This design comes from an exercise in tuning for small area, a short achievable clock period and few clock cycles per item on the open sky130 flow, not from production work.
Function was checked by simulation only, so behaviour that the tests miss may differ from the original.
The clock port is modelled as an ideal driver; clocking choices that lean on that would not hold on a real chip.
Power is estimated from default activity; no workload was simulated.

==> flow/design.v <==
module ebus_crc8_table (
    input  wire [7:0] index,
    output reg  [7:0] entry
);
  integer k;
  always @(*) begin
    entry = index;
    for (k = 0; k < 8; k = k + 1)
      entry = entry[7] ? ((entry << 1) ^ 8'h9B) : (entry << 1);
  end
endmodule
module ebus_deframer (
    input  wire       clk,
    input  wire       rst,
    input  wire       raw_valid,     
    input  wire [7:0] raw_byte,
    output reg        log_valid,     
    output reg  [7:0] log_byte,
    output reg        log_syn,       
    output reg        log_zero,      
    output reg        log_nack,      
    output reg        log_gt16,      
    output reg        evt_valid,     
    output reg        evt_frm,       
    output reg  [5:0] evt_a_lo,      
    output reg  [7:0] evt_b
);
  reg       pend_valid;
  reg [5:0] pend;
  wire       b7   = raw_byte[7];
  wire       b6   = raw_byte[6];
  wire       cmd1 = (pend[5:2] == 4'd1);
  wire [7:0] x;
  assign x[5:0] = raw_byte[5:0];
  assign x[7:6] = (pend_valid & b7) ? {pend[1] ^ (pend[0] & b6), pend[0] ^ b6}
                                    : raw_byte[7:6];
  always @(posedge clk) begin
    if (rst) begin
      pend_valid <= 1'b0;
      log_valid  <= 1'b0;
      evt_valid  <= 1'b0;
      evt_b      <= 8'h00;
    end else begin
      if (raw_valid) pend_valid <= ~pend_valid & b7 & b6;
      log_valid <= raw_valid & (pend_valid ? (~b7 | cmd1) : ~(b7 & b6));
      evt_valid <= raw_valid & pend_valid & (~b7 | ~cmd1);
      evt_b     <= x;
    end
  end
  always @(posedge clk) begin
    if (!pend_valid) pend <= raw_byte[5:0];
    log_byte <= x;
    log_syn  <= (x == 8'hAA);
    log_zero <= (x == 8'h00);
    log_nack <= (x == 8'hFF);
    log_gt16 <= (x > 8'h10);
    evt_frm  <= ~b7;
    evt_a_lo <= b7 ? {2'b00, pend[5:2]} : pend;
  end
endmodule
module ebus_telegram_fsm (
    input  wire         clk,
    input  wire         rst,
    input  wire         in_valid,      
    input  wire [7:0]   in_byte,
    input  wire         in_syn,        
    input  wire         in_zero,       
    input  wire         in_nack,       
    input  wire         in_gt16,       
    output reg          emit,
    output reg  [7:0]   req_src,
    output reg  [7:0]   req_dest,
    output reg  [7:0]   req_cmd_hi,
    output reg  [7:0]   req_cmd_lo,
    output reg  [4:0]   req_len,
    output wire [127:0] req_payload,
    output reg  [7:0]   req_crc,       
    output reg          has_rsp,       
    output reg  [4:0]   rsp_len,
    output wire [127:0] rsp_payload,
    output reg  [7:0]   rsp_crc,       
    output reg          evt_valid,
    output reg  [1:0]   evt_code,      
    output reg          evt_rsp,
    output reg  [7:0]   evt_a,
    output reg  [7:0]   evt_b
);
  localparam [7:0] BROADCAST = 8'hFE;
  reg s_syn, s_src, s_dest, s_cmdh, s_cmdl, s_len, s_dreq, s_drsp, s_crc, s_ack, s_rsp;
  wire s_data = s_dreq | s_drsp;
  reg [7:0] r_pl [0:15];
  reg [7:0] p_pl [0:15];
  reg [3:0] idx;           
  reg       last;          
  reg       bcast;
  genvar gi;
  generate
    for (gi = 0; gi < 16; gi = gi + 1) begin : g_pl
      assign req_payload[8*gi +: 8] = r_pl[gi];
      assign rsp_payload[8*gi +: 8] = p_pl[gi];
    end
  endgenerate
  wire [7:0] crc_act = has_rsp ? rsp_crc : req_crc;
  wire [7:0] req_tab, rsp_tab;
  ebus_crc8_table u_req_table (.index(req_crc), .entry(req_tab));
  ebus_crc8_table u_rsp_table (.index(rsp_crc), .entry(rsp_tab));
  wire [7:0] req_next = req_tab ^ in_byte;
  wire [7:0] rsp_next = rsp_tab ^ in_byte;
  wire       crc_eq   = has_rsp ? (in_byte == rsp_crc) : (in_byte == req_crc);
  wire [4:0] act_len  = s_drsp ? rsp_len : req_len;
  wire [4:0] idx_inc  = {1'b0, idx} + 5'd1;
  wire [4:0] idx_inc2 = {1'b0, idx} + 5'd2;
  wire       len_one  = (in_byte[4:0] == 5'd1);
  always @(posedge clk) begin
    evt_b       <= in_byte;
    evt_a       <= s_crc ? crc_act : in_byte;
    evt_rsp     <= s_rsp | has_rsp;
    evt_code[1] <= s_crc | s_ack;
    evt_code[0] <= ~s_crc;
  end
  integer i;
  always @(posedge clk) begin
    for (i = 0; i < 16; i = i + 1) begin
      if (s_dreq && idx == i[3:0]) r_pl[i] <= in_byte;
      if (s_drsp && idx == i[3:0]) p_pl[i] <= in_byte;
    end
  end
  always @(posedge clk) begin
    if (in_valid) begin
      if (s_src && !in_syn) begin
        req_src <= in_byte;
        req_crc <= in_byte;
        has_rsp <= 1'b0;
      end
      if (s_dest) begin
        req_dest <= in_byte;
        req_crc  <= req_next;
        bcast    <= (in_byte == BROADCAST);
      end
      if (s_cmdh) begin
        req_cmd_hi <= in_byte;
        req_crc    <= req_next;
      end
      if (s_cmdl) begin
        req_cmd_lo <= in_byte;
        req_crc    <= req_next;
      end
      if (s_len && !in_gt16) begin
        req_len   <= in_byte[4:0];
        req_crc   <= req_next;
        idx       <= 4'd0;
        last      <= len_one;
      end
      if (s_dreq) req_crc <= req_next;
      if (s_drsp) rsp_crc <= rsp_next;
      if (s_data) begin
        idx  <= idx_inc[3:0];
        last <= (idx_inc2 == act_len);
      end
      if (s_rsp && !in_syn && !in_gt16) begin
        rsp_len   <= in_byte[4:0];
        rsp_crc   <= in_byte;
        has_rsp   <= 1'b1;
        idx       <= 4'd0;
        last      <= len_one;
      end
    end
  end
  always @(posedge clk) begin
    if (rst) begin
      s_syn     <= 1'b1;
      s_src     <= 1'b0;
      s_dest    <= 1'b0;
      s_cmdh    <= 1'b0;
      s_cmdl    <= 1'b0;
      s_len     <= 1'b0;
      s_dreq    <= 1'b0;
      s_drsp    <= 1'b0;
      s_crc     <= 1'b0;
      s_ack     <= 1'b0;
      s_rsp     <= 1'b0;
      emit      <= 1'b0;
      evt_valid <= 1'b0;
    end else begin
      emit      <= in_valid & ((s_ack & in_zero & has_rsp) |
                               (s_ack & in_syn & bcast) |
                               (s_rsp & in_syn));
      evt_valid <= in_valid & ((s_len & in_gt16) |
                               (s_crc & ~crc_eq) |
                               (s_ack & ~in_zero & ~in_nack & ~in_syn) |
                               (s_rsp & ~in_syn & in_gt16));
      if (in_valid) begin
        s_syn  <= (s_syn & ~in_syn) |
                  (s_len & in_gt16) |
                  (s_crc & ~crc_eq) |
                  (s_ack & ~in_syn & ~(in_zero & ~has_rsp)) |
                  (s_rsp & (in_syn | in_gt16));
        s_src  <= ((s_syn | s_src | s_ack) & in_syn);
        s_dest <= s_src & ~in_syn;
        s_cmdh <= s_dest;
        s_cmdl <= s_cmdh;
        s_len  <= s_cmdl;
        s_dreq <= (s_len & ~in_gt16 & ~in_zero) |
                  (s_dreq & ~last);
        s_drsp <= (s_rsp & ~in_syn & ~in_gt16 & ~in_zero) |
                  (s_drsp & ~last);
        s_crc  <= ((s_len | s_rsp) & in_zero) |
                  (s_data & last);
        s_ack  <= s_crc & crc_eq;
        s_rsp  <= s_ack & in_zero & ~has_rsp;
      end
    end
  end
endmodule
module ebus_decoder (
    input  wire         clk,
    input  wire         rst,
    input  wire         in_valid,
    input  wire [7:0]   in_data,
    output wire         in_ready,
    output wire         tel_valid,
    output wire [7:0]   tel_src,
    output wire [7:0]   tel_dest,
    output wire [7:0]   tel_cmd_hi,
    output wire [7:0]   tel_cmd_lo,
    output wire [4:0]   tel_len,
    output wire [127:0] tel_payload,
    output wire [7:0]   tel_crc,
    output wire         tel_has_rsp,
    output wire [4:0]   tel_rsp_len,
    output wire [127:0] tel_rsp_payload,
    output wire [7:0]   tel_rsp_crc,
    output wire         dfr_evt_valid,
    output wire [3:0]   dfr_evt_code,
    output wire [7:0]   dfr_evt_a,
    output wire [7:0]   dfr_evt_b,
    output wire         fsm_evt_valid,
    output wire [3:0]   fsm_evt_code,
    output wire         fsm_evt_rsp,
    output wire [7:0]   fsm_evt_a,
    output wire [7:0]   fsm_evt_b
);
  assign in_ready = 1'b1;
  wire       log_valid;
  wire [7:0] log_byte;
  wire       log_syn, log_zero, log_nack, log_gt16;
  wire       dfr_frm;
  wire [5:0] dfr_a_lo;
  ebus_deframer u_deframer (
      .clk      (clk),
      .rst      (rst),
      .raw_valid(in_valid),
      .raw_byte (in_data),
      .log_valid(log_valid),
      .log_byte (log_byte),
      .log_syn  (log_syn),
      .log_zero (log_zero),
      .log_nack (log_nack),
      .log_gt16 (log_gt16),
      .evt_valid(dfr_evt_valid),
      .evt_frm  (dfr_frm),
      .evt_a_lo (dfr_a_lo),
      .evt_b    (dfr_evt_b)
  );
  assign dfr_evt_code = {2'b00, ~dfr_frm, dfr_frm};
  assign dfr_evt_a    = {dfr_frm, dfr_frm, dfr_a_lo};
  wire [1:0] evt_code;
  ebus_telegram_fsm u_fsm (
      .clk        (clk),
      .rst        (rst),
      .in_valid   (log_valid),
      .in_byte    (log_byte),
      .in_syn     (log_syn),
      .in_zero    (log_zero),
      .in_nack    (log_nack),
      .in_gt16    (log_gt16),
      .emit       (tel_valid),
      .req_src    (tel_src),
      .req_dest   (tel_dest),
      .req_cmd_hi (tel_cmd_hi),
      .req_cmd_lo (tel_cmd_lo),
      .req_len    (tel_len),
      .req_payload(tel_payload),
      .req_crc    (tel_crc),
      .has_rsp    (tel_has_rsp),
      .rsp_len    (tel_rsp_len),
      .rsp_payload(tel_rsp_payload),
      .rsp_crc    (tel_rsp_crc),
      .evt_valid  (fsm_evt_valid),
      .evt_code   (evt_code),
      .evt_rsp    (fsm_evt_rsp),
      .evt_a      (fsm_evt_a),
      .evt_b      (fsm_evt_b)
  );
  assign fsm_evt_code = {1'b0, evt_code[1], ~evt_code[1], evt_code[0]};
endmodule
==> flow/flow/run.sh <==
#!/bin/bash
# Standard ORFS layout (the standard.sh, standard synthesis unchanged),
# except that:
#  - the port buffers are buf_1 instead of the cell buffer_ports picks;
#  - after CTS the clock tree's root buffer is removed, so the clock port
#    drives the tree's first-level buffers (2 to 4 of them) directly;
#  - after global placement each output port's buffer, and the register
#    driving it, are moved next to the port's pin (detailed placement
#    legalizes them).
set -euo pipefail
export BUFFER_PORTS_ARGS="-buffer_cell sky130_fd_sc_hd__buf_1"
export PRE_CTS_TCL="$PWD/flow/prects.tcl"
export POST_GLOBAL_PLACE_TCL="$PWD/flow/pullff.tcl"
bash standard.sh finish > standard_flow.log 2>&1
==> flow/flow/prects.tcl <==
# Run before CTS: after clock_tree_synthesis, drop the tree's root buffer
# so that the clock port drives the first-level tree buffers directly.
source [file join [file dirname [info script]] rmroot.tcl]
rename clock_tree_synthesis my_orig_clock_tree_synthesis
proc clock_tree_synthesis {args} {
  my_orig_clock_tree_synthesis {*}$args
  my_remove_clock_root
}
==> flow/flow/pullff.tcl <==
# After global placement: move each output port's buffer, and the register
# that drives it, to the core edge next to the port's pin, so that both the
# register-to-buffer and the buffer-to-pin wires are short. Detailed
# placement then legalizes the moved cells.
proc my_pull_output_regs {} {
  set blk [ord::get_db_block]
  set core [$blk getCoreArea]
  set cx0 [$core xMin]; set cy0 [$core yMin]
  set cx1 [$core xMax]; set cy1 [$core yMax]
  set moved 0
  foreach bt [$blk getBTerms] {
    if {[$bt getIoType] ne "OUTPUT"} continue
    set net [$bt getNet]
    if {$net eq "NULL"} continue
    set buf ""
    foreach it [$net getITerms] {
      if {[$it getIoType] eq "OUTPUT"} { set buf [$it getInst] }
    }
    if {$buf eq ""} continue
    set bb [$bt getBBox]
    set px [expr {([$bb xMin] + [$bb xMax]) / 2}]
    set py [expr {([$bb yMin] + [$bb yMax]) / 2}]
    set px [expr {min(max($px, $cx0), $cx1 - 2000)}]
    set py [expr {min(max($py, $cy0), $cy1 - 2720)}]
    $buf setLocation $px $py
    set a [$buf findITerm A]
    if {$a eq "NULL"} continue
    set inet [$a getNet]
    if {$inet eq "NULL"} continue
    set drv ""
    foreach it [$inet getITerms] {
      if {[$it getIoType] eq "OUTPUT"} { set drv [$it getInst] }
    }
    if {$drv eq ""} continue
    if {![string match "*dfxtp*" [[$drv getMaster] getName]]} continue
    $drv setLocation $px $py
    incr moved
  }
  puts "my_pull_output_regs: moved $moved registers"
}
my_pull_output_regs
==> flow/flow/rmroot.tcl <==
proc my_remove_clock_root {} {
  set blk [ord::get_db_block]
  foreach inst [$blk getInsts] {
    set m [[$inst getMaster] getName]
    if {![string match "sky130_fd_sc_hd__clkbuf_*" $m]} continue
    set a [$inst findITerm A]
    set inet [$a getNet]
    if {$inet eq "NULL" || [$inet getName] ne "clk"} continue
    set onet [[$inst findITerm X] getNet]
    set loads {}
    foreach it [$onet getITerms] {
      if {[$it getInst] ne $inst} { lappend loads $it }
    }
    if {[llength $loads] > 4 || [llength [$inet getITerms]] != 1} {
      puts "my_remove_clock_root: keeping [$inst getName] ([llength $loads] loads)"
      continue
    }
    foreach it $loads { $it disconnect; $it connect $inet }
    puts "my_remove_clock_root: removed [$inst getName], port now drives [llength $loads] buffers"
    odb::dbInst_destroy $inst
    odb::dbNet_destroy $onet
  }
}
==> flow/standard.sh <==
#!/bin/bash
# synth_recipe.tcl (not shown) runs the flow's synth.tcl, then flattens the netlist and writes it again
# the make line also repeats each setting of config.mk as NAME=value (left out here)
make -C /OpenROAD-flow-scripts/flow DESIGN_CONFIG=/design/flow/config.mk WORK_HOME=/design/flow/orfs CLKGATE_MAP_FILE= SYNTH_SCRIPT=/design/flow/synth_recipe.tcl "${@:-finish}"
==> flow/config.mk <==
export PLATFORM = sky130hd
export DESIGN_NAME = ebus_decoder
export DESIGN_NICKNAME = ebus_decoder
export VERILOG_FILES = /design/flow/design.v
export SDC_FILE = /design/flow/constraint.sdc
export NUM_CORES = 4
export LEC_CHECK = 0
export CAP_MARGIN = 20
export CORE_MARGIN = 2
export CORE_UTILIZATION = 40
export CTS_CLUSTER_DIAMETER = 80
export CTS_CLUSTER_SIZE = 30
export PLACE_DENSITY = 0.45
export SETUP_SLACK_MARGIN = 3.1
export SLEW_MARGIN = 20
==> flow/constraint.sdc <==
create_clock -name core_clock -period 5.0 [get_ports {clk}]
set_input_delay 1.0000 -clock core_clock [delete_from_list [all_inputs] [get_ports {clk}]]
set_output_delay 1.0000 -clock core_clock [all_outputs]
set_load 0.01 [all_outputs]
==> results of run 1 <==
[final cells by class]
type,instances,area [sq um]
sequential,389,11090
multi-input combinational,274,2048
inverter,14,60.06
clock inverter,6,73.82
timing repair buffer,426,2286
fill,2533,15190
clock buffer,22,465.4
tap,402,503.0
[worst reg2reg max path: cells and delay by family (launching register included)]
kind / cells / cell delay, ns
mux: 2 / 0.48
flops: 1 / 0.44
simple gates: 1 / 0.34
compound gates: 1 / 0.30
buf+inv: 2 / 0.28
[kinds of logic (layout without fill, tap and decap cells)]
logic type      after synthesis  in the layout  share of synthesized area, %
mux                          20             20                         1.611
xor+xnor                     59             59                         4.089
compound gates               39             39                         1.794
simple gates                146            146                         5.151
flops                       389            389                         85.26
buf+inv                      41            468                         1.456
other cells                   2              4                       0.05789
fa+ha+maj                     6              6                        0.5787
[worst max path at each step]
stage                                  end  slack [ns]
2_1_floorplan  u_deframer.log_gt16$_DFF_P_        3.08
3_3_place_gp      u_fsm.s_syn$_SDFFE_PP1P_        2.58
3_5_place_dp      u_fsm.s_syn$_SDFFE_PP1P_        2.59
4_1_cts         u_fsm.r_pl[2][1]$_DFFE_PP_        2.92
5_1_grt                     tel_rsp_crc[5]        2.92
6_report                    tel_rsp_crc[5]        2.95
[where the power goes]
| group | switching [mW] | total, mW | internal (mW) |
|---|---|---|---|
| Sequential | 0.0251 | 3.56 | 3.54 |
| Clock | 0.950 | 1.65 | 0.698 |
| Combinational | 0.120 | 0.174 | 0.0538 |
| Total | 1.09 | 5.38 | 4.29 |
[metal layers]
layer / GRT usage, % / wire length [um] / part of all wire (%)
met1: 24.30 / 13580 / 40
met2: 33.96 / 17540 / 51
met4: 4.896 / 752 / 2.2
met5: 0 / 0 / 0
met3: 2.991 / 2186 / 6.4
[registers in the layout, indices dropped and copies added (netlist names), 4 cells and up]
register and cells:
u_deframer.evt_a_lo 6, u_deframer.pend 6, u_fsm.req_dest 8, u_fsm.req_cmd_lo 8, u_fsm.req_len 5, u_fsm.rsp_len 5
u_deframer.log_byte 8, u_fsm.evt_a 8, u_fsm.req_crc 8, u_deframer.evt_b 8, u_fsm.idx 4, u_fsm.evt_b 8
u_fsm.req_cmd_hi 8, u_fsm.r_pl 128, u_fsm.req_src 8, u_fsm.rsp_crc 8, u_fsm.p_pl 128
[repair_timing]
action | in CTS | in global routing
pin swaps | 1 | 5
setup endpoints to repair | 609 | 548
setup buffers | 42 | 10
hold buffers | 0 | 0
gates resized for setup | 85 | 345
cloned | 0 | 0
[synth_stat cells (2+ instances only)]
master                     instances  area share [%]
sky130_fd_sc_hd__edfxtp_1        327              76
sky130_fd_sc_hd__nor2_1           72             2.1
sky130_fd_sc_hd__dfxtp_1          62             9.6
sky130_fd_sc_hd__xnor2_1          41             2.8
sky130_fd_sc_hd__nand2_1          28            0.81
sky130_fd_sc_hd__a21oi_1          20            0.77
sky130_fd_sc_hd__xor2_1           17             1.1
sky130_fd_sc_hd__clkbuf_1         15            0.43
sky130_fd_sc_hd__inv_1            14            0.41
sky130_fd_sc_hd__mux2i_1          13             1.0
sky130_fd_sc_hd__nor2b_1          10            0.48
sky130_fd_sc_hd__buf_4             7            0.41
sky130_fd_sc_hd__o21ai_0           7            0.27
sky130_fd_sc_hd__ha_1              6            0.58
sky130_fd_sc_hd__mux2_2            6            0.52
sky130_fd_sc_hd__nor4_1            6            0.29
sky130_fd_sc_hd__and2_1            5            0.24
sky130_fd_sc_hd__a22oi_1           4            0.23
sky130_fd_sc_hd__nand2b_1          4            0.19
sky130_fd_sc_hd__nand3_1           4            0.15
sky130_fd_sc_hd__buf_1             3           0.087
sky130_fd_sc_hd__or2_2             3            0.14
sky130_fd_sc_hd__a211oi_1          2            0.12
sky130_fd_sc_hd__conb_1            2           0.058
sky130_fd_sc_hd__nand4_1           2           0.096
sky130_fd_sc_hd__nand4b_1          2            0.14
sky130_fd_sc_hd__nor3_1            2           0.077
sky130_fd_sc_hd__or3_1             2           0.096
[stage by stage]
| step | std cells | area (sq um) | hold WS, ns | total power, mW |
|---|---|---|---|---|
| after floorplan | 704 | 13000 | 0.3708 | 3.712 |
| after global placement | 1453 | 14810 | 0.4532 | 3.797 |
| after detailed placement | 1453 | 14810 | 0.4553 | 3.795 |
| after CTS | 1523 | 15870 | 0.4970 | 5.413 |
| after global routing | 1533 | 16530 | 0.5136 | 5.560 |
| final | 1533 | 16530 | 0.4861 | 5.385 |
==> impl_table.tex, run 1 <==
\begin{tabular}{lr}
\hline
Metric & Value \\
\hline
\multicolumn{2}{l}{\textbf{Outcome}} \\
Run status & complete, no violations \\
\multicolumn{2}{l}{\textbf{Timing}} \\
Hold violation total from the final report & 0 \\
Remaining max-slew budget at the tightest pin & 52.05\% \\
Setup repair after global routing missed its margin & true \\
Layout Skew & slightly above 0.02 ns \\
Final period util & 40.99\% \\
Worst Slack Setup Final & 2.950 ns \\
Number of pins exceeding their max-slew limit in the final report & 0 \\
Least-Margin Pin Slew & 0.7183 ns \\
Upper clock frequency limit & 487.9 MHz \\
Min Clock Period, post-route & about 2 ns \\
Sum of negative setup slack & 0 ns \\
Total setup violations reported at the end of the flow & 0 \\
\multicolumn{2}{l}{\textbf{Die}} \\
Core Region & 0.03172 sq mm \\
Number of top-level pins & 371 \\
Starting Density & between 40\% and 50\% \\
Die Y & 184.1 um \\
Die Area & about 0.034 sq mm \\
Die X-Extent & $\sim$180 um \\
Row count & 65 \\
\multicolumn{2}{l}{\textbf{Setup path}} \\
Data arrival at the endpoint of the critical path & 1.05 ns \\
Ordered list of cells on the worst path & clkbuf\_2 \\
Largest delay share family, worst path & flip-flops \\
Worst setup path class & register to output port \\
Cell at the slowest stage of the critical path & sky130\_fd\_sc\_hd\_\_edfxtp\_1 \\
Required arrival time at the worst endpoint & 4.00 ns \\
CP Buf/Inv Count & 1 \\
Logic depth of the worst register-to-register path & 6 \\
Depth of the critical timing path with buffers and inverters included & 1 \\
Critical R2R Capture & u\_fsm.last\$\_DFFE\_PP\_ \\
R2R Setup Slk & 3.05 ns \\
Startpoint of the lowest-slack register-to-register path & u\_fsm.rsp\_len[1]\$\_DFFE\_PP\_ \\
First element of the critical path & u\_fsm.rsp\_crc[5]\$\_DFFE\_PP\_ \\
Critical Path Start Type & register \\
Maximum fanout encountered on the critical timing path & 4 \\
Crit path largest cell delay & 0.49 ns \\
Crit path capture type & output port \\
\multicolumn{2}{l}{\textbf{Synthesis}} \\
Synth Area per Inst & 18.48 sq um \\
Post-synth ARST share & 0\% \\
Number of enable flip-flop cells after synthesis & 327 \\
Unique masters post-synth & 44 \\
Proportion of synthesized chip area in sequential cells & 85.26\% \\
Flip-flop and latch count after synthesis & 389 \\
Primary FF master, synth & sky130\_fd\_sc\_hd\_\_edfxtp\_1 \\
Area of the mapped netlist & 0.01297 sq mm \\
Warnings, synthesis & 5 \\
Synth Instances & 702 \\
\multicolumn{2}{l}{\textbf{Global routing}} \\
Maximum number of pins on one net before global-route repair & 46 \\
Global-route wire length before repair & 47700 um \\
Vias in the first global route & 7515 \\
Initial antenna violation count & 0 \\
Gr usage total & 19.05\% \\
Total congestion overflow after global routing & 0 \\
\multicolumn{2}{l}{\textbf{Routing}} \\
WL/cell & 22.21 um \\
Iteration-0 DRC Markers & a little over 400 \\
Via-to-Cell Ratio & between 4 and 5 \\
DRC errors left & 0 \\
Final Routed Wirelength & around 34000 um \\
Detailed-routing iteration count for the pre-antenna-repair pass & 4 \\
Count of vias placed by the detailed router & 7551 \\
DRT antenna net count & 0 \\
\multicolumn{2}{l}{\textbf{Worst hold path}} \\
Tightest Hold Check Type & register to register \\
Cells on Worst Hold Path & 2 \\
Worst Hold Launch & u\_fsm.s\_src\$\_SDFFE\_PP0P\_ \\
Hold Path Sink & u\_fsm.s\_src\$\_SDFFE\_PP0P\_ \\
\multicolumn{2}{l}{\textbf{Placement}} \\
Post-detail-place hpwl & 21790 um \\
Pre-CTS setup slack & 2.590 ns \\
Total of buffers placed on input and output ports & about 370 \\
\multicolumn{2}{l}{\textbf{CTS}} \\
Sink Count & 389 \\
CTS Buf Count & 18 \\
Clock transition at path regs & around 0.090 ns \\
Clock tree from TritonCTS & built \\
Clock latency on the worst-skew pair & 0.40 ns \\
\multicolumn{2}{l}{\textbf{Power}} \\
Worst vdd rail ir drop & between 0.2 and 0.25 mV \\
Total power density per cell area & 325.8 mW/mm\^{}2 \\
Leak pwr & 6.134 nW \\
\multicolumn{2}{l}{\textbf{Final layout}} \\
Most frequent standard cell in the layout excluding fill and tap cells & sky130\_fd\_sc\_hd\_\_edfxtp\_1 \\
Fraction of final layout cells with drive strength greater than 1 & 44.12\% \\
Antenna diodes & 0 \\
Commonest non-fill, non-tap cells in the layout & 327 x sky130\_fd\_sc\_hd\_\_edfxtp\_1, 295 x sky130\_fd\_sc\_hd\_\_clkbuf\_2, 56 x sky130\_fd\_sc\_hd\_\_buf\_4 \\
Number of nets in the finished design & between 1000 and 1500 \\
Area delta synth->final & 27.39\% \\
Core occupancy in the finished layout & 52.10\% \\
\multicolumn{2}{l}{\textbf{Run}} \\
Number of violations of the max-capacitance limit & 0 \\
\hline
\end{tabular}
Testbench counts, summed over its fixed seeds: cycles 13,828, bytes 13,812.
==> inputs of run 2 (changes only) <==
--- a/flow/config.mk
+++ b/flow/config.mk
@@ -11,5 +11,5 @@
 export CTS_CLUSTER_DIAMETER = 80
 export CTS_CLUSTER_SIZE = 30
 export PLACE_DENSITY = 0.45
-export SETUP_SLACK_MARGIN = 3.1
+export SETUP_SLACK_MARGIN = 3.2
 export SLEW_MARGIN = 20
==> impl_table.tex, run 2 <==
\begin{tabular}{lr}
\hline
Metric & Value \\
\hline
\multicolumn{2}{l}{\textbf{Outcome}} \\
Run status & complete, no violations \\
\multicolumn{2}{l}{\textbf{Setup path}} \\
Logic depth of the worst register-to-register path & 8 (+2) \\
Crit path largest cell delay & 0.46 ns (-0.03 ns) \\
CP Buf/Inv Count & 1 (unchanged) \\
Endpoint of the worst setup timing path & tel\_has\_rsp \\
Maximum fanout encountered on the critical timing path & 3 (-1) \\
Ordered list of cells on the worst path & clkbuf\_2 \\
First element of the critical path & u\_fsm.has\_rsp\$\_SDFFCE\_PP1P\_ \\
Crit path capture type & output port \\
Worst setup path class & register to output port \\
Required arrival time at the worst endpoint & 4.00 ns (about the same) \\
Startpoint of the lowest-slack register-to-register path & u\_fsm.has\_rsp\$\_SDFFCE\_PP1P\_ \\
Critical R2R Capture & u\_fsm.s\_ack\$\_SDFFE\_PP0P\_ \\
R2R Setup Slk & 3.00 ns (-0.05 ns) \\
Critical Path Start Type & register \\
Largest delay share family, worst path & flip-flops \\
Depth of the critical timing path with buffers and inverters included & 1 (unchanged) \\
Data arrival at the endpoint of the critical path & 1.02 ns (-0.03 ns) \\
Cell at the slowest stage of the critical path & sky130\_fd\_sc\_hd\_\_edfxtp\_1 \\
\multicolumn{2}{l}{\textbf{Run}} \\
Number of violations of the max-capacitance limit & 0 (unchanged) \\
\multicolumn{2}{l}{\textbf{Global routing}} \\
Vias in the first global route & 7448 (-0.89\%) \\
Initial antenna violation count & 0 (unchanged) \\
Maximum number of pins on one net before global-route repair & 46 (unchanged) \\
Total congestion overflow after global routing & 0 (unchanged) \\
Global-route wire length before repair & 47130 um (-1.2\%) \\
Gr usage total & 18.86\% (-0.19 points) \\
\multicolumn{2}{l}{\textbf{Timing}} \\
Hold violation total from the final report & 0 (unchanged) \\
Sum of negative setup slack & 0 ns (unchanged) \\
Layout Skew & 0.04233 ns (+0.02215 ns) \\
Worst Slack Setup Final & 2.983 ns (+0.03251 ns) \\
Least-Margin Pin Slew & 0.8018 ns (+0.08353 ns) \\
Upper clock frequency limit & 495.8 MHz (+1.6\%) \\
Min Clock Period, post-route & 2.017 ns (-0.03251 ns) \\
Setup repair after global routing missed its margin & true \\
Final period util & 40.34\% (-0.65 points) \\
Remaining max-slew budget at the tightest pin & 45.98\% (-6.1 points) \\
Number of pins exceeding their max-slew limit in the final report & 0 (unchanged) \\
Total setup violations reported at the end of the flow & 0 (unchanged) \\
\multicolumn{2}{l}{\textbf{Routing}} \\
DRC errors left & 0 (unchanged) \\
Count of vias placed by the detailed router & 7628 (+1.0\%) \\
Via-to-Cell Ratio & 4.921 (about the same) \\
WL/cell & 21.90 um (-1.4\%) \\
Iteration-0 DRC Markers & 422 (+3.9\%) \\
DRT antenna net count & 0 (unchanged) \\
Detailed-routing iteration count for the pre-antenna-repair pass & 5 (+1) \\
Final Routed Wirelength & 33950 um (-0.31\%) \\
\multicolumn{2}{l}{\textbf{Worst hold path}} \\
Tightest Hold Check Type & register to register \\
Worst Hold Launch & u\_fsm.s\_src\$\_SDFFE\_PP0P\_ \\
\multicolumn{2}{l}{\textbf{CTS}} \\
Clock tree from TritonCTS & built \\
Clock latency on the worst-skew pair & 0.40 ns (about the same) \\
Sink Count & 389 (unchanged) \\
Clock transition at path regs & 0.11 ns (+0.02 ns) \\
CTS Hold Buffers Added & 0 (unchanged) \\
CTS Buf Count & 18 (unchanged) \\
\multicolumn{2}{l}{\textbf{Power}} \\
Total power density per cell area & 324.6 mW/mm\^{}2 (-0.37\%) \\
Worst vdd rail ir drop & 0.2976 mV (+29\%) \\
Leak pwr & 6.321 nW (+3.0\%) \\
\multicolumn{2}{l}{\textbf{Final layout}} \\
Antenna diodes & 0 (unchanged) \\
Fraction of final layout cells with drive strength greater than 1 & 46.25\% (+2.1 points) \\
Core occupancy in the finished layout & 53.82\% (+1.7 points) \\
Commonest non-fill, non-tap cells in the layout & 327 x sky130\_fd\_sc\_hd\_\_edfxtp\_1, 264 x sky130\_fd\_sc\_hd\_\_clkbuf\_2, 63 x sky130\_fd\_sc\_hd\_\_buf\_4 \\
Area occupied by multi-input gates & 0.002201 sq mm (+7.5\%) \\
Number of nets in the finished design & 1154 (+1.3\%) \\
Largest registers & u\_fsm.p\_pl: 128 flops, u\_fsm.r\_pl: 128 flops \\
Sequential Area & 0.01110 sq mm (+0.10\%) \\
Area delta synth->final & 31.59\% \\
Fill cell instance count of the final layout & 2509 (-0.95\%) \\
Most frequent standard cell in the layout excluding fill and tap cells & sky130\_fd\_sc\_hd\_\_edfxtp\_1 \\
\multicolumn{2}{l}{\textbf{Synthesis}} \\
Most repeated cell in the gate-level netlist after synthesis & sky130\_fd\_sc\_hd\_\_edfxtp\_1 \\
Flip-flop and latch count after synthesis & 389 (unchanged) \\
Most numerous cell types in the synthesized netlist & 327 x sky130\_fd\_sc\_hd\_\_edfxtp\_1, 72 x sky130\_fd\_sc\_hd\_\_nor2\_1, 62 x sky130\_fd\_sc\_hd\_\_dfxtp\_1 \\
Synth Area per Inst & 18.48 sq um (unchanged) \\
Warnings, synthesis & 5 (unchanged) \\
Post-synth top area cell & sky130\_fd\_sc\_hd\_\_edfxtp\_1 \\
Area fraction of the dominant cell type after synthesis & 75.69\% (unchanged) \\
Unique masters post-synth & 44 (unchanged) \\
Area of the mapped netlist & 0.01297 sq mm (unchanged) \\
Synth Instances & 702 (unchanged) \\
Primary FF master, synth & sky130\_fd\_sc\_hd\_\_edfxtp\_1 \\
Post-synth ARST share & 0\% (unchanged) \\
Leading post-synthesis cells by cell area & sky130\_fd\_sc\_hd\_\_edfxtp\_1 76\%, sky130\_fd\_sc\_hd\_\_dfxtp\_1 9.6\%, sky130\_fd\_sc\_hd\_\_xnor2\_1 2.8\% \\
Proportion of synthesized chip area in sequential cells & 85.26\% (unchanged) \\
Number of enable flip-flop cells after synthesis & 327 (unchanged) \\
\multicolumn{2}{l}{\textbf{Die}} \\
Die Y & 184.1 um (unchanged) \\
Die X-Extent & 184.1 um (unchanged) \\
Number of top-level pins & 371 (unchanged) \\
Starting Density & 40.90\% (unchanged) \\
Core Region & 0.03172 sq mm (unchanged) \\
Row count & 65 (unchanged) \\
Die Area & 0.03389 sq mm (unchanged) \\
\multicolumn{2}{l}{\textbf{Placement}} \\
Post-detail-place hpwl & 21070 um (-3.3\%) \\
Pre-CTS setup slack & 2.639 ns (+0.04858 ns) \\
Total of buffers placed on input and output ports & 366 (unchanged) \\
\hline
\end{tabular}
## run 2: cell counts after synthesis
Identical to the previous run, type by type.
## run 2: how the worst min path moves through the flow
stage	to	slack, ns	cells after the start
after global routing	u_fsm.s_src$_SDFFE_PP0P_	0.47	2
final	u_fsm.s_src$_SDFFE_PP0P_	0.47	2
after floorplan	u_fsm.evt_code[0]$_DFF_P_	0.37	1
after CTS	u_fsm.s_src$_SDFFE_PP0P_	0.47	2
after detailed placement	u_fsm.s_src$_SDFFE_PP0P_	0.45	2
after global placement	u_fsm.s_src$_SDFFE_PP0P_	0.44	2
## run 2: kinds of logic (layout without fill, tap and decap cells)
family | count (synthesis) | after routing | synth area share [%]
and+or+nand+nor | 146 | 146 | 5.151
DFF | 389 | 389 | 85.26
muxes | 20 | 20 | 1.611
buffers and inverters | 41 | 485 | 1.456
adders and majority gates | 6 | 6 | 0.5787
other | 2 | 4 | 0.05789
xor gates and xnor gates | 59 | 59 | 4.089
AOI/OAI and AO/OA | 39 | 39 | 1.794
## run 2: final cells by class
type                            instances  area share [%]
Clock inverter                          7          0.8722
Tap cell                              402           2.947
Inverter                               14          0.3298
Sequential cell                       389           65.03
Multi-Input combinational cell        274           12.89
Clock buffer                           23           2.749
Timing Repair Buffer                  441           15.18
## run 2: metrics by stage
step,hold slack [ns],area (sq um),power [mW],cells
after floorplan,0.3708,13020,3.714,704
after global placement,0.4426,14830,3.796,1453
after detailed placement,0.4490,14830,3.795,1453
after CTS,0.4656,16180,5.565,1526
after global routing,0.4739,17070,5.704,1550
final,0.4694,17070,5.542,1550
## run 2: report_power, final
group | internal (mW) | total (mW) | switching (mW)
Combinational | 0.0641 | 0.192 | 0.128
Clock | 0.848 | 1.79 | 0.941
Sequential | 3.54 | 3.56 | 0.0211
## run 2: metal layers
metal | up-vias | GRT usage (%) | share of wire (%)
met1 | 3834 | 24.41 | 41
met5 | - | 0 | 0
met3 | 43 | 2.971 | 5.5
met4 | 0 | 4.960 | 2.1
li1 | 3396 | - | -
met2 | 355 | 33.15 | 52
## run 2: what timing repair did
item,4_1_cts,5_1_grt
pin swaps,5,18
resized for setup,141,339
endpoints found under the setup margin,652,611
gates cloned,0,0
setup buffers,43,24
==> inputs of run 3 (changes only) <==
--- a/flow/config.mk
+++ b/flow/config.mk
@@ -11,5 +11,5 @@
 export CTS_CLUSTER_DIAMETER = 80
 export CTS_CLUSTER_SIZE = 30
 export PLACE_DENSITY = 0.45
-export SETUP_SLACK_MARGIN = 3.2
+export SETUP_SLACK_MARGIN = 2.9
 export SLEW_MARGIN = 20
==> impl_table.tex, run 3 <==
\begin{tabular}{lr}
\hline
Metric & Value \\
\hline
\multicolumn{2}{l}{\textbf{Power}} \\
Sw frac & 19.76\% (+0.090 points) \\
Final Power & 5.289 mW (-4.6\%) \\
Sw Pwr & 1.045 mW (-4.1\%) \\
Worst vdd rail ir drop & 0.2962 mV (-0.48\%) \\
Total power density per cell area & 341.7 mW/mm\^{}2 (+5.3\%) \\
Leak pwr & 4.951 nW (-22\%) \\
Share of total power in combinational logic & 3.0\% (-0.5 points) \\
Register share of total power & 67.4\% (+3.2 points) \\
Cell-internal power & 4.244 mW (-4.7\%) \\
Clk pwr share & 29.7\% (-2.6 points) \\
\multicolumn{2}{l}{\textbf{Final layout}} \\
Most frequent standard cell in the layout excluding fill and tap cells & sky130\_fd\_sc\_hd\_\_buf\_1 \\
Antenna diodes & 0 (unchanged) \\
Area delta synth->final & 19.32\% \\
Number of nets in the finished design & 1106 (-4.2\%) \\
Post-Layout Cell Count & 1500 (-3.2\%) \\
Fraction of final layout cells with drive strength greater than 1 & 7.650\% (-39 points) \\
Core occupancy in the finished layout & 48.80\% (-5.0 points) \\
Largest registers & u\_fsm.p\_pl: 128 flops, u\_fsm.r\_pl: 128 flops \\
Commonest non-fill, non-tap cells in the layout & 365 x sky130\_fd\_sc\_hd\_\_buf\_1, 327 x sky130\_fd\_sc\_hd\_\_edfxtp\_1, 63 x sky130\_fd\_sc\_hd\_\_nor2\_1 \\
Total non-filler cell area in the finished layout & 0.01548 sq mm (-9.3\%) \\
\multicolumn{2}{l}{\textbf{Timing}} \\
Least-Margin Pin Slew & 0.8359 ns (+0.03412 ns) \\
Total setup violations reported at the end of the flow & 0 (unchanged) \\
Remaining max-slew budget at the tightest pin & 44.07\% (-1.9 points) \\
Setup repair after global routing missed its margin & true \\
Layout Skew & 0.02480 ns (-0.01753 ns) \\
Sum of negative setup slack & 0 ns (unchanged) \\
Upper clock frequency limit & 487.4 MHz (-1.7\%) \\
Hold violation total from the final report & 0 (unchanged) \\
Min Clock Period, post-route & 2.052 ns (+0.03475 ns) \\
Number of pins exceeding their max-slew limit in the final report & 0 (unchanged) \\
Final period util & 41.04\% (+0.70 points) \\
\multicolumn{2}{l}{\textbf{Synthesis}} \\
Warnings, synthesis & 5 (unchanged) \\
Synth Area per Inst & 18.48 sq um (unchanged) \\
Unique masters post-synth & 44 (unchanged) \\
Most repeated cell in the gate-level netlist after synthesis & sky130\_fd\_sc\_hd\_\_edfxtp\_1 \\
Area of the mapped netlist & 0.01297 sq mm (unchanged) \\
Primary FF master, synth & sky130\_fd\_sc\_hd\_\_edfxtp\_1 \\
Post-synth ARST share & 0\% (unchanged) \\
Leading post-synthesis cells by cell area & sky130\_fd\_sc\_hd\_\_edfxtp\_1 76\%, sky130\_fd\_sc\_hd\_\_dfxtp\_1 9.6\%, sky130\_fd\_sc\_hd\_\_xnor2\_1 2.8\% \\
Number of enable flip-flop cells after synthesis & 327 (unchanged) \\
Most numerous cell types in the synthesized netlist & 327 x sky130\_fd\_sc\_hd\_\_edfxtp\_1, 72 x sky130\_fd\_sc\_hd\_\_nor2\_1, 62 x sky130\_fd\_sc\_hd\_\_dfxtp\_1 \\
Synth Instances & 702 (unchanged) \\
Proportion of synthesized chip area in sequential cells & 85.26\% (unchanged) \\
Flip-flop and latch count after synthesis & 389 (unchanged) \\
Post-synth top area cell & sky130\_fd\_sc\_hd\_\_edfxtp\_1 \\
Area fraction of the dominant cell type after synthesis & 75.69\% (unchanged) \\
\multicolumn{2}{l}{\textbf{Routing}} \\
Final Routed Wirelength & 33090 um (-2.5\%) \\
DRC errors left & 0 (unchanged) \\
Detailed-routing iteration count for the pre-antenna-repair pass & 5 (unchanged) \\
WL/cell & 22.06 um (+0.70\%) \\
Via-to-Cell Ratio & 4.918 (about the same) \\
Count of vias placed by the detailed router & 7377 (-3.3\%) \\
Iteration-0 DRC Markers & 430 (+1.9\%) \\
DRT antenna net count & 0 (unchanged) \\
\multicolumn{2}{l}{\textbf{Setup path}} \\
Ordered list of cells on the worst path & buf\_1 \\
Critical Path Start Type & register \\
CP Buf/Inv Count & 1 (unchanged) \\
Data arrival at the endpoint of the critical path & 1.05 ns (+0.03 ns) \\
Crit path largest cell delay & 0.50 ns (+0.04 ns) \\
Crit path capture type & output port \\
Maximum fanout encountered on the critical timing path & 4 (+1) \\
Cell at the slowest stage of the critical path & sky130\_fd\_sc\_hd\_\_edfxtp\_1 \\
Worst setup path class & register to output port \\
Largest delay share family, worst path & flip-flops \\
Required arrival time at the worst endpoint & 4.00 ns (about the same) \\
\multicolumn{2}{l}{\textbf{Global routing}} \\
Total congestion overflow after global routing & 0 (unchanged) \\
Global-route wire length before repair & 46250 um (-1.9\%) \\
Maximum number of pins on one net before global-route repair & 45 (-2.2\%) \\
Vias in the first global route & 7093 (-4.8\%) \\
Initial antenna violation count & 0 (unchanged) \\
Gr usage total & 18.62\% (-0.23 points) \\
\multicolumn{2}{l}{\textbf{Placement}} \\
Total of buffers placed on input and output ports & 366 (unchanged) \\
Number of placed instances, taps included & 1454 (+0.069\%) \\
Post-detail-place hpwl & 21830 um (+3.6\%) \\
Cell area after placement & 0.01480 sq mm (-0.22\%) \\
\multicolumn{2}{l}{\textbf{Die}} \\
Starting Density & 40.90\% (unchanged) \\
Row count & 65 (unchanged) \\
Number of top-level pins & 371 (unchanged) \\
Core Region & 0.03172 sq mm (unchanged) \\
Die Y & 184.1 um (unchanged) \\
Die X-Extent & 184.1 um (unchanged) \\
Die Area & 0.03389 sq mm (unchanged) \\
\multicolumn{2}{l}{\textbf{CTS}} \\
Clock latency on the worst-skew pair & 0.40 ns (about the same) \\
Clock transition at path regs & 0.11 ns (about the same) \\
CTS Hold Buffers Added & 0 (unchanged) \\
CTS Buf Count & 17 (-1) \\
Sink Count & 389 (unchanged) \\
Clock tree from TritonCTS & built \\
\multicolumn{2}{l}{\textbf{Worst hold path}} \\
Tightest Hold Check Type & register to register \\
\multicolumn{2}{l}{\textbf{Run}} \\
Number of violations of the max-capacitance limit & 0 (unchanged) \\
\multicolumn{2}{l}{\textbf{Outcome}} \\
Run status & complete, no violations \\
\hline
\end{tabular}
[run 3: cell counts after synthesis]
Identical to the previous run, type by type.
[run 3: cell families (layout without fill, tap and decap cells)]
logic type                 Yosys count  count (layout)  synth area share, %
DFF                                389             389                85.26
and+or+nand+nor                    146             146                5.151
xor gates and xnor gates            59              59                4.089
buffers and inverters               41             435                1.456
AOI/OAI and AO/OA                   39              39                1.794
muxes                               20              20                1.611
adders and majority gates            6               6               0.5787
other                                2               4              0.05789
[run 3: path summary, 6_finish.rpt]
path / end / slack (ns) / startpoint / depth (start not counted)
setup / recovery: tel_rsp_crc[1] / 2.95 / u_fsm.rsp_crc[1]$_DFFE_PP_ / 1
hold / removal: u_fsm.s_src$_SDFFE_PP0P_ / 0.47 / u_fsm.s_src$_SDFFE_PP0P_ / 2
setup reg to reg: u_fsm.p_pl[14][3]$_DFFE_PP_ / 2.96 / u_fsm.idx[0]$_SDFFCE_PP0P_ / 4
hold reg to reg: u_fsm.s_src$_SDFFE_PP0P_ / 0.47 / u_fsm.s_src$_SDFFE_PP0P_ / 2
[run 3: per-layer routing]
metal	wire (um)	GRT usage [%]	up-vias
li1	-	-	3295
met1	13630	24.62	3665
met2	16660	32.57	377
met3	2171	2.655	40
met4	628	4.480	0
met5	0	0	-
[run 3: final cells by class]
class,count,area (sq um)
clock buffers,20,415.4
well taps,402,503.0
flip-flops and latches,389,11080
multi-input cells,274,1765
repair buffers,394,1585
clock inverters,7,77.57
fillers,2618,16240
inverters,14,56.30
[run 3: timing repair]
item,in CTS,in global routing
endpoints found under the setup margin,87,103
gates resized for setup,3,15
setup buffers,5,14
[run 3: through the flow]
stage	hold slack, ns	setup slack [ns]
after floorplan	0.3708	2.948
after global placement	0.4498	2.555
after detailed placement	0.4454	2.540
after CTS	0.4654	2.880
after global routing	0.4860	2.882
final	0.4657	2.948
[run 3: power groups by stage]
stage | clock network (mW) | logic (mW) | registers (mW)
4_1_cts | 1.60 | 0.158 | 3.56
3_5_place_dp | 0 | 0.155 | 3.64
6_report | 1.57 | 0.156 | 3.56
3_3_place_gp | 0 | 0.160 | 3.64
5_1_grt | 1.72 | 0.171 | 3.57
2_1_floorplan | 0 | 0.0588 | 3.65
==> inputs of run 4 (changes only) <==
--- a/flow/flow/run.sh
+++ b/flow/flow/run.sh
@@ -6,9 +6,12 @@
 #    drives the tree's first-level buffers (2 to 4 of them) directly;
 #  - after global placement each output port's buffer, and the register
 #    driving it, are moved next to the port's pin (detailed placement
-#    legalizes them).
+#    legalizes them);
+#  - pins are kept at least 1.8 um apart, which spreads them along the
+#    die edges and leaves room for the registers moved next to them.
 set -euo pipefail
 export BUFFER_PORTS_ARGS="-buffer_cell sky130_fd_sc_hd__buf_1"
 export PRE_CTS_TCL="$PWD/flow/prects.tcl"
 export POST_GLOBAL_PLACE_TCL="$PWD/flow/pullff.tcl"
+export PLACE_PINS_ARGS="-min_distance 1.8"
 bash standard.sh finish > standard_flow.log 2>&1
==> impl_table.tex, run 4 <==
\begin{tabular}{lr}
\hline
Metric & Value \\
\hline
\multicolumn{2}{l}{\textbf{Outcome}} \\
Run status & complete, no violations \\
\multicolumn{2}{l}{\textbf{Timing}} \\
Setup repair after global routing missed its margin & true \\
Least-Margin Pin Slew & 0.8427 ns (+0.006756 ns) \\
Remaining max-slew budget at the tightest pin & 43.61\% (-0.45 points) \\
Hold violation total from the final report & 0 (unchanged) \\
Layout Skew & 0.04511 ns (+0.02031 ns) \\
Upper clock frequency limit & 483.5 MHz (-0.81\%) \\
Sum of negative setup slack & 0 ns (unchanged) \\
Final period util & 41.37\% (+0.33 points) \\
Min Clock Period, post-route & 2.068 ns (+0.01666 ns) \\
Number of pins exceeding their max-slew limit in the final report & 0 (unchanged) \\
Total setup violations reported at the end of the flow & 0 (unchanged) \\
\multicolumn{2}{l}{\textbf{Routing}} \\
Detailed-routing iteration count for the pre-antenna-repair pass & 4 (-1) \\
WL/cell & 24.20 um (+9.7\%) \\
Final Routed Wirelength & 36950 um (+12\%) \\
Count of vias placed by the detailed router & 7595 (+3.0\%) \\
Iteration-0 DRC Markers & 543 (+26\%) \\
DRC errors left & 0 (unchanged) \\
Via-to-Cell Ratio & 4.974 (+1.1\%) \\
DRT antenna net count & 0 (unchanged) \\
\multicolumn{2}{l}{\textbf{Synthesis}} \\
Number of enable flip-flop cells after synthesis & 327 (unchanged) \\
Most repeated cell in the gate-level netlist after synthesis & sky130\_fd\_sc\_hd\_\_edfxtp\_1 \\
Synth Area per Inst & 18.48 sq um (unchanged) \\
Post-synth ARST share & 0\% (unchanged) \\
Area of the mapped netlist & 0.01297 sq mm (unchanged) \\
Leading post-synthesis cells by cell area & sky130\_fd\_sc\_hd\_\_edfxtp\_1 76\%, sky130\_fd\_sc\_hd\_\_dfxtp\_1 9.6\%, sky130\_fd\_sc\_hd\_\_xnor2\_1 2.8\% \\
Post-synth top area cell & sky130\_fd\_sc\_hd\_\_edfxtp\_1 \\
Proportion of synthesized chip area in sequential cells & 85.26\% (unchanged) \\
Unique masters post-synth & 44 (unchanged) \\
Primary FF master, synth & sky130\_fd\_sc\_hd\_\_edfxtp\_1 \\
Synth Instances & 702 (unchanged) \\
Area fraction of the dominant cell type after synthesis & 75.69\% (unchanged) \\
Most numerous cell types in the synthesized netlist & 327 x sky130\_fd\_sc\_hd\_\_edfxtp\_1, 72 x sky130\_fd\_sc\_hd\_\_nor2\_1, 62 x sky130\_fd\_sc\_hd\_\_dfxtp\_1 \\
Flip-flop and latch count after synthesis & 389 (unchanged) \\
Warnings, synthesis & 5 (unchanged) \\
\multicolumn{2}{l}{\textbf{Final layout}} \\
Largest registers & u\_fsm.p\_pl: 128 flops, u\_fsm.r\_pl: 128 flops \\
Post-Layout Cell Count & 1527 (+1.8\%) \\
Antenna diodes & 0 (unchanged) \\
Most frequent standard cell in the layout excluding fill and tap cells & sky130\_fd\_sc\_hd\_\_buf\_1 \\
Commonest non-fill, non-tap cells in the layout & 363 x sky130\_fd\_sc\_hd\_\_buf\_1, 327 x sky130\_fd\_sc\_hd\_\_edfxtp\_1, 54 x sky130\_fd\_sc\_hd\_\_nor2\_1 \\
Total non-filler cell area in the finished layout & 0.01586 sq mm (+2.5\%) \\
Area occupied by multi-input gates & 0.001836 sq mm (+4.0\%) \\
Fraction of final layout cells with drive strength greater than 1 & 11.20\% (+3.5 points) \\
Sequential Area & 0.01108 sq mm (about the same) \\
Fill cell instance count of the final layout & 2611 (-0.27\%) \\
Number of nets in the finished design & 1129 (+2.1\%) \\
Area delta synth->final & 22.28\% \\
\multicolumn{2}{l}{\textbf{Global routing}} \\
Global-route wire length before repair & 50690 um (+9.6\%) \\
Maximum number of pins on one net before global-route repair & 45 (unchanged) \\
Initial antenna violation count & 0 (unchanged) \\
Gr usage total & 21.18\% (+2.6 points) \\
Total congestion overflow after global routing & 0 (unchanged) \\
Vias in the first global route & 7376 (+4.0\%) \\
\multicolumn{2}{l}{\textbf{CTS}} \\
CTS Buf Count & 19 (+2) \\
Clock tree from TritonCTS & built \\
Clock transition at path regs & 0.11 ns (about the same) \\
Clock latency on the worst-skew pair & 0.42 ns (+0.02 ns) \\
Sink Count & 389 (unchanged) \\
\multicolumn{2}{l}{\textbf{Worst hold path}} \\
Worst Hold Launch & u\_fsm.s\_src\$\_SDFFE\_PP0P\_ \\
Tightest Hold Check Type & register to register \\
Hold Path Sink & u\_fsm.s\_src\$\_SDFFE\_PP0P\_ \\
Cells on Worst Hold Path & 2 (unchanged) \\
\multicolumn{2}{l}{\textbf{Die}} \\
Die Area & 0.03389 sq mm (unchanged) \\
Core Region & 0.03172 sq mm (unchanged) \\
Row count & 65 (unchanged) \\
Number of top-level pins & 371 (unchanged) \\
Die Y & 184.1 um (unchanged) \\
Die X-Extent & 184.1 um (unchanged) \\
Starting Density & 40.90\% (unchanged) \\
\multicolumn{2}{l}{\textbf{Setup path}} \\
Crit path capture type & output port \\
Largest delay share family, worst path & flip-flops \\
Worst setup path class & register to output port \\
Data arrival at the endpoint of the critical path & 1.07 ns (+0.02 ns) \\
R2R Setup Slk & 2.95 ns (about the same) \\
Maximum fanout encountered on the critical timing path & 2 (-2) \\
Ordered list of cells on the worst path & buf\_1 \\
Logic depth of the worst register-to-register path & 5 (+1) \\
Required arrival time at the worst endpoint & 4.00 ns (about the same) \\
Startpoint of the lowest-slack register-to-register path & u\_deframer.log\_byte[2]\$\_DFF\_P\_ \\
Cell at the slowest stage of the critical path & sky130\_fd\_sc\_hd\_\_edfxtp\_1 \\
Critical R2R Capture & u\_fsm.evt\_valid\$\_SDFF\_PP0\_ \\
Critical Path Start Type & register \\
Crit path largest cell delay & 0.49 ns (about the same) \\
CP Buf/Inv Count & 1 (unchanged) \\
\multicolumn{2}{l}{\textbf{Placement}} \\
Number of placed instances, taps included & 1454 (unchanged) \\
Total of buffers placed on input and output ports & 366 (unchanged) \\
Cell area after placement & 0.01480 sq mm (unchanged) \\
Post-detail-place hpwl & 24600 um (+13\%) \\
\multicolumn{2}{l}{\textbf{Power}} \\
Final Power & 5.496 mW (+3.9\%) \\
Total power density per cell area & 346.5 mW/mm\^{}2 (+1.4\%) \\
Leak pwr & 5.122 nW (+3.5\%) \\
Worst vdd rail ir drop & 0.3335 mV (+13\%) \\
\multicolumn{2}{l}{\textbf{Run}} \\
Number of violations of the max-capacitance limit & 0 (unchanged) \\
\hline
\end{tabular}
run 4: cell families (layout without fill, tap and decap cells):
family	count (synthesis)	in the layout	synth area share [%]
other	2	4	0.05789
and+or+nand+nor	146	146	5.151
buffers and inverters	41	462	1.456
xor gates and xnor gates	59	59	4.089
adders and majority gates	6	6	0.5787
DFF	389	389	85.26
AOI/OAI and AO/OA	39	39	1.794
muxes	20	20	1.611
run 4: cell type report:
cell class,count,area share (%)
Sequential cell,389,69.83
Multi-Input combinational cell,274,11.57
Timing Repair Buffer,415,11.20
Tap cell,402,3.171
Clock buffer,25,3.068
Clock inverter,8,0.7809
Inverter,14,0.3786
run 4: worst max path at each step:
stage | start | endpoint | slack, ns | cells past startpoint
CTS | u_deframer.log_byte[3]$_DFF_P_ | u_fsm.evt_valid$_SDFF_PP0_ | 2.83 | 5
floorplan | in_data[6] | u_deframer.log_gt16$_DFF_P_ | 2.95 | 5
detailed placement | u_fsm.s_drsp$_SDFFE_PP0P_ | u_fsm.p_pl[1][1]$_DFFE_PP_ | 2.58 | 2
finish | u_fsm.req_len[2]$_DFFE_PP_ | tel_len[2] | 2.93 | 1
global route | u_fsm.idx[1]$_SDFFCE_PP0P_ | u_fsm.r_pl[13][1]$_DFFE_PP_ | 2.85 | 4
global placement | in_data[7] | u_deframer.log_gt16$_DFF_P_ | 2.62 | 5
run 4: routing by layer:
layer	part of all wire, %	GRT usage (%)
met5	0	0
met2	48	34.51
met3	7.5	4.358
met4	1.6	4.192
met1	43	29.73
run 4: power by group:
group          internal, mW  switching, mW
Sequential             3.54         0.0301
Combinational        0.0460          0.127
Clock                 0.741           1.01
Total                  4.32           1.17
run 4: metrics by stage:
step	utilization, %	hold WS [ns]	worst slack (ns)
3_5_place_dp	46.65	0.4505	2.582
4_1_cts	49.34	0.4695	2.827
3_3_place_gp	46.65	0.4485	2.616
5_1_grt	50.01	0.4997	2.849
2_1_floorplan	-	0.3708	2.948
6_report	50.01	0.4670	2.932
run 4: repair_timing:
| item | CTS | global route |
|---|---|---|
| gates resized for setup | 23 | 25 |
| endpoints found under the setup margin | 142 | 89 |
| pin swaps | 0 | 1 |
| endpoints found under the hold margin | 0 | 0 |
| buffers inserted | 22 | 18 |
| hold buffers | 0 | 0 |
==> inputs of run 5 (changes only) <==
==> flow/flow/run.sh (replaced) <==
#!/bin/bash
# Standard ORFS layout (the standard.sh, standard synthesis unchanged),
# except that:
#  - the port buffers are buf_1 instead of the cell buffer_ports picks;
#  - after CTS the clock tree's root buffer is removed, so the clock port
#    drives the tree's first-level buffers (2 to 4 of them) directly;
#  - after global placement each output port's buffer, and the register
#    driving it, are moved next to the port's pin (detailed placement
#    legalizes them).
set -euo pipefail
export BUFFER_PORTS_ARGS="-buffer_cell sky130_fd_sc_hd__buf_1"
export PRE_CTS_TCL="$PWD/flow/prects.tcl"
export POST_GLOBAL_PLACE_TCL="$PWD/flow/pullff.tcl"
bash standard.sh finish > standard_flow.log 2>&1
--- a/flow/config.mk
+++ b/flow/config.mk
@@ -8,8 +8,8 @@
 export CAP_MARGIN = 20
 export CORE_MARGIN = 2
 export CORE_UTILIZATION = 40
-export CTS_CLUSTER_DIAMETER = 80
-export CTS_CLUSTER_SIZE = 30
+export CTS_CLUSTER_DIAMETER = 50
+export CTS_CLUSTER_SIZE = 18
 export PLACE_DENSITY = 0.45
-export SETUP_SLACK_MARGIN = 2.9
+export SETUP_SLACK_MARGIN = 2.95
 export SLEW_MARGIN = 20
==> impl_table.tex, run 5 <==
\begin{tabular}{lr}
\hline
Metric & Value \\
\hline
\multicolumn{2}{l}{\textbf{Timing}} \\
Min Clock Period, post-route & 2.039 ns (-0.02916 ns) \\
Hold violation total from the final report & 0 (unchanged) \\
Remaining max-slew budget at the tightest pin & 47.55\% (+3.9 points) \\
Number of pins exceeding their max-slew limit in the final report & 0 (unchanged) \\
Least-Margin Pin Slew & 0.7839 ns (-0.05882 ns) \\
Layout Skew & 0.02481 ns (-0.02030 ns) \\
Setup repair after global routing missed its margin & true \\
Sum of negative setup slack & 0 ns (unchanged) \\
Total setup violations reported at the end of the flow & 0 (unchanged) \\
Upper clock frequency limit & 490.4 MHz (+1.4\%) \\
Final period util & 40.79\% (-0.58 points) \\
\multicolumn{2}{l}{\textbf{Routing}} \\
DRT antenna net count & 0 (unchanged) \\
DRC errors left & 0 (unchanged) \\
Via-to-Cell Ratio & 4.879 (-1.9\%) \\
WL/cell & 21.97 um (-9.2\%) \\
Count of vias placed by the detailed router & 7407 (-2.5\%) \\
Detailed-routing iteration count for the pre-antenna-repair pass & 5 (+1) \\
Iteration-0 DRC Markers & 420 (-23\%) \\
Final Routed Wirelength & 33350 um (-9.7\%) \\
\multicolumn{2}{l}{\textbf{Synthesis}} \\
Post-synth ARST share & 0\% (unchanged) \\
Most repeated cell in the gate-level netlist after synthesis & sky130\_fd\_sc\_hd\_\_edfxtp\_1 \\
Number of enable flip-flop cells after synthesis & 327 (unchanged) \\
Unique masters post-synth & 44 (unchanged) \\
Flip-flop and latch count after synthesis & 389 (unchanged) \\
Synth Area per Inst & 18.48 sq um (unchanged) \\
Share of the synthesized area in compound gates (AO/OA/AOI/OAI) & 1.794\% (unchanged) \\
Simple-Gate Fraction of Synth Area & 5.150\% (unchanged) \\
Area of the mapped netlist & 0.01297 sq mm (unchanged) \\
Synth Instances & 702 (unchanged) \\
Post-synthesis share of cell area spent on xor and xnor gates & 4.090\% (unchanged) \\
Leading post-synthesis cells by cell area & sky130\_fd\_sc\_hd\_\_edfxtp\_1 76\%, sky130\_fd\_sc\_hd\_\_dfxtp\_1 9.6\%, sky130\_fd\_sc\_hd\_\_xnor2\_1 2.8\% \\
Warnings, synthesis & 5 (unchanged) \\
Dominant combinational cell family by area after synthesis & simple AND/OR/NAND/NOR gates \\
Adder and majority gate portion of the synthesized area & 0.5787\% (unchanged) \\
Post-synth top area cell & sky130\_fd\_sc\_hd\_\_edfxtp\_1 \\
Portion of netlist area occupied by mux cells & 1.611\% (unchanged) \\
Most numerous cell types in the synthesized netlist & 327 x sky130\_fd\_sc\_hd\_\_edfxtp\_1, 72 x sky130\_fd\_sc\_hd\_\_nor2\_1, 62 x sky130\_fd\_sc\_hd\_\_dfxtp\_1 \\
Primary FF master, synth & sky130\_fd\_sc\_hd\_\_edfxtp\_1 \\
Proportion of synthesized chip area in sequential cells & 85.26\% (unchanged) \\
Area fraction of the dominant cell type after synthesis & 75.69\% (unchanged) \\
\multicolumn{2}{l}{\textbf{Placement}} \\
Total of buffers placed on input and output ports & 366 (unchanged) \\
Post-detail-place hpwl & 21840 um (-11\%) \\
\multicolumn{2}{l}{\textbf{Die}} \\
Starting Density & 40.90\% (unchanged) \\
Number of top-level pins & 371 (unchanged) \\
Core Region & 0.03172 sq mm (unchanged) \\
Die Area & 0.03389 sq mm (unchanged) \\
Die Y & 184.1 um (unchanged) \\
Row count & 65 (unchanged) \\
Die X-Extent & 184.1 um (unchanged) \\
\multicolumn{2}{l}{\textbf{Setup path}} \\
Data arrival at the endpoint of the critical path & 1.04 ns (-0.03 ns) \\
Largest delay share family, worst path & flip-flops \\
Maximum fanout encountered on the critical timing path & 4 (+2) \\
CP Buf/Inv Count & 1 (unchanged) \\
Cell at the slowest stage of the critical path & sky130\_fd\_sc\_hd\_\_edfxtp\_1 \\
Required arrival time at the worst endpoint & 4.00 ns (about the same) \\
Crit path capture type & output port \\
Worst setup path class & register to output port \\
Critical Path Start Type & register \\
Ordered list of cells on the worst path & buf\_1 \\
Crit path largest cell delay & 0.52 ns (+0.03 ns) \\
\multicolumn{2}{l}{\textbf{CTS}} \\
CTS Hold Buffers Added & 0 (unchanged) \\
Clock transition at path regs & 0.06 ns (-0.05 ns) \\
Clock tree from TritonCTS & built \\
Sink Count & 389 (unchanged) \\
CTS Buf Count & 34 (+15) \\
Clock latency on the worst-skew pair & 0.35 ns (-0.07 ns) \\
\multicolumn{2}{l}{\textbf{Worst hold path}} \\
Tightest Hold Check Type & register to register \\
\multicolumn{2}{l}{\textbf{Final layout}} \\
Largest registers & u\_fsm.p\_pl: 128 flops, u\_fsm.r\_pl: 128 flops \\
Area delta synth->final & 23.50\% \\
Most frequent standard cell in the layout excluding fill and tap cells & sky130\_fd\_sc\_hd\_\_buf\_1 \\
Core occupancy in the finished layout & 50.51\% (+0.50 points) \\
Fraction of final layout cells with drive strength greater than 1 & 9.050\% (-2.1 points) \\
Fill cell instance count of the final layout & 2543 (-2.6\%) \\
Antenna diodes & 0 (unchanged) \\
Number of nets in the finished design & 1111 (-1.6\%) \\
Commonest non-fill, non-tap cells in the layout & 364 x sky130\_fd\_sc\_hd\_\_buf\_1, 327 x sky130\_fd\_sc\_hd\_\_edfxtp\_1, 65 x sky130\_fd\_sc\_hd\_\_nor2\_1 \\
\multicolumn{2}{l}{\textbf{Global routing}} \\
Gr usage total & 19.10\% (-2.1 points) \\
Total congestion overflow after global routing & 0 (unchanged) \\
Global-route wire length before repair & 47680 um (-5.9\%) \\
Vias in the first global route & 7466 (+1.2\%) \\
Maximum number of pins on one net before global-route repair & 45 (unchanged) \\
Initial antenna violation count & 0 (unchanged) \\
\multicolumn{2}{l}{\textbf{Run}} \\
Number of violations of the max-capacitance limit & 0 (unchanged) \\
\multicolumn{2}{l}{\textbf{Outcome}} \\
Run status & complete, no violations \\
\multicolumn{2}{l}{\textbf{Power}} \\
Worst vdd rail ir drop & 0.2459 mV (-26\%) \\
Total power density per cell area & 391.2 mW/mm\^{}2 (+13\%) \\
Leak pwr & 5.210 nW (+1.7\%) \\
\hline
\end{tabular}
[run 5: cell counts after synthesis]
No cell type changed its count.
[run 5: worst reg2reg max path: stages, from the launching register on]
cell                       delay, ns
sky130_fd_sc_hd__edfxtp_1       0.50
sky130_fd_sc_hd__or2b_1         0.45
sky130_fd_sc_hd__nor2_1         0.67
[run 5: final timing paths]
check / from / end / slack (ns) / cells past startpoint
max reg2reg: u_fsm.idx[2]$_SDFFCE_PP0P_ / u_fsm.r_pl[10][4]$_DFFE_PP_ / 3.03 / 2
min: u_fsm.s_src$_SDFFE_PP0P_ / u_fsm.s_src$_SDFFE_PP0P_ / 0.47 / 2
max: u_fsm.rsp_crc[6]$_DFFE_PP_ / tel_rsp_crc[6] / 2.96 / 1
min reg2reg: u_fsm.s_src$_SDFFE_PP0P_ / u_fsm.s_src$_SDFFE_PP0P_ / 0.47 / 2
[run 5: metrics by stage]
| step | cells | power (mW) | instance area (sq um) | worst slack (ns) | hold WS [ns] |
|---|---|---|---|---|---|
| floorplan | 704 | 3.712 | 12980 | 3.014 | 0.3708 |
| global placement | 1454 | 3.798 | 14800 | 2.576 | 0.4495 |
| detailed placement | 1454 | 3.796 | 14800 | 2.513 | 0.4524 |
| CTS | 1514 | 6.307 | 15950 | 2.955 | 0.4615 |
| global route | 1518 | 6.445 | 16020 | 2.914 | 0.4821 |
| finish | 1518 | 6.267 | 16020 | 2.961 | 0.4696 |
[run 5: layout make-up]
class	instances	area, sq um	area share (%)
sequential	389	11080	69.13
multi-input combinational	274	1785	11.14
timing repair buffer	382	1496	9.340
clock buffer	45	975.9	6.091
tap	402	503.0	3.139
clock inverter	12	132.6	0.8278
inverter	14	52.55	0.3280
[run 5: metal layers]
metal	vias to the layer above	global-route usage (%)	wire [um]
li1	3324	-	-
met1	3677	23.58	13470
met2	354	34.61	17250
met3	52	3.189	1928
met4	0	5.312	710
met5	-	0	0
[run 5: repair_timing]
action,CTS,global route
pin swaps,0,1
cloned,0,0
hold endpoints to repair,0,0
endpoints found under the setup margin,36,96
setup buffers,3,4
resized for setup,6,15
[run 5: cell families after synthesis]
family | Yosys count
AO/OA/AOI/OAI | 39
buffers and inverters | 41
XOR/XNOR | 59
other | 2
flip-flops | 389
AND/OR/NAND/NOR | 146
multiplexers | 20
adder cells (fa/ha/maj) | 6
[run 5: report_power, final]
group          total [mW]  leakage [nW]  switching [mW]  internal (mW)
clock                2.55         0.534            1.09           1.45
sequential           3.56          3.47          0.0247           3.54
combinational       0.157          1.21           0.118         0.0395
total                6.27          5.21            1.24           5.03

==> port drivers added, routing unchanged <==
No port has a modelled driver above. Below, the same layouts with a new extraction and two added sets of constraints.
Step 1 assumes that a clkbuf_16 drives the clock port and a buf_2 every other input.
Step 2 adds t to the input delays and takes it off the output delays; t is the mean of the earliest and latest rising clock arrival at the registers after step 1. Input paths then give back, and output paths get back, about the clock's delay inside the block.
Three values: ideal ports, drivers, drivers and shift; two values: the first two.
| run | t, ns | slack for setup (ns) | worst setup path after step 2 | clock arrival spread, ns | worst slew at a driven data input, ns |
|---|---|---|---|---|---|
| run 1 | 0.453 | 2.950 / 2.886 / 2.823 | input to register | 0.024 / 0.024 | 0.03 |
| run 2 | 0.442 | 2.983 / 2.920 / 2.829 | input to register | 0.043 / 0.043 | 0.03 |
| run 3 | 0.449 | 2.948 / 2.886 / 2.639 | input to register | 0.030 / 0.029 | 0.03 |
| run 4 | 0.467 | 2.932 / 2.866 / 2.634 | input to register | 0.049 / 0.049 | 0.04 |
| run 5 | 0.427 | 2.961 / 2.875 / 2.735 | input to register | 0.025 / 0.025 | 0.03 |
After both steps every run listed still meets setup and hold. The setup slack of run 3, which loses most, moves by -0.062 ns with the drivers and by -0.309 ns with both steps.
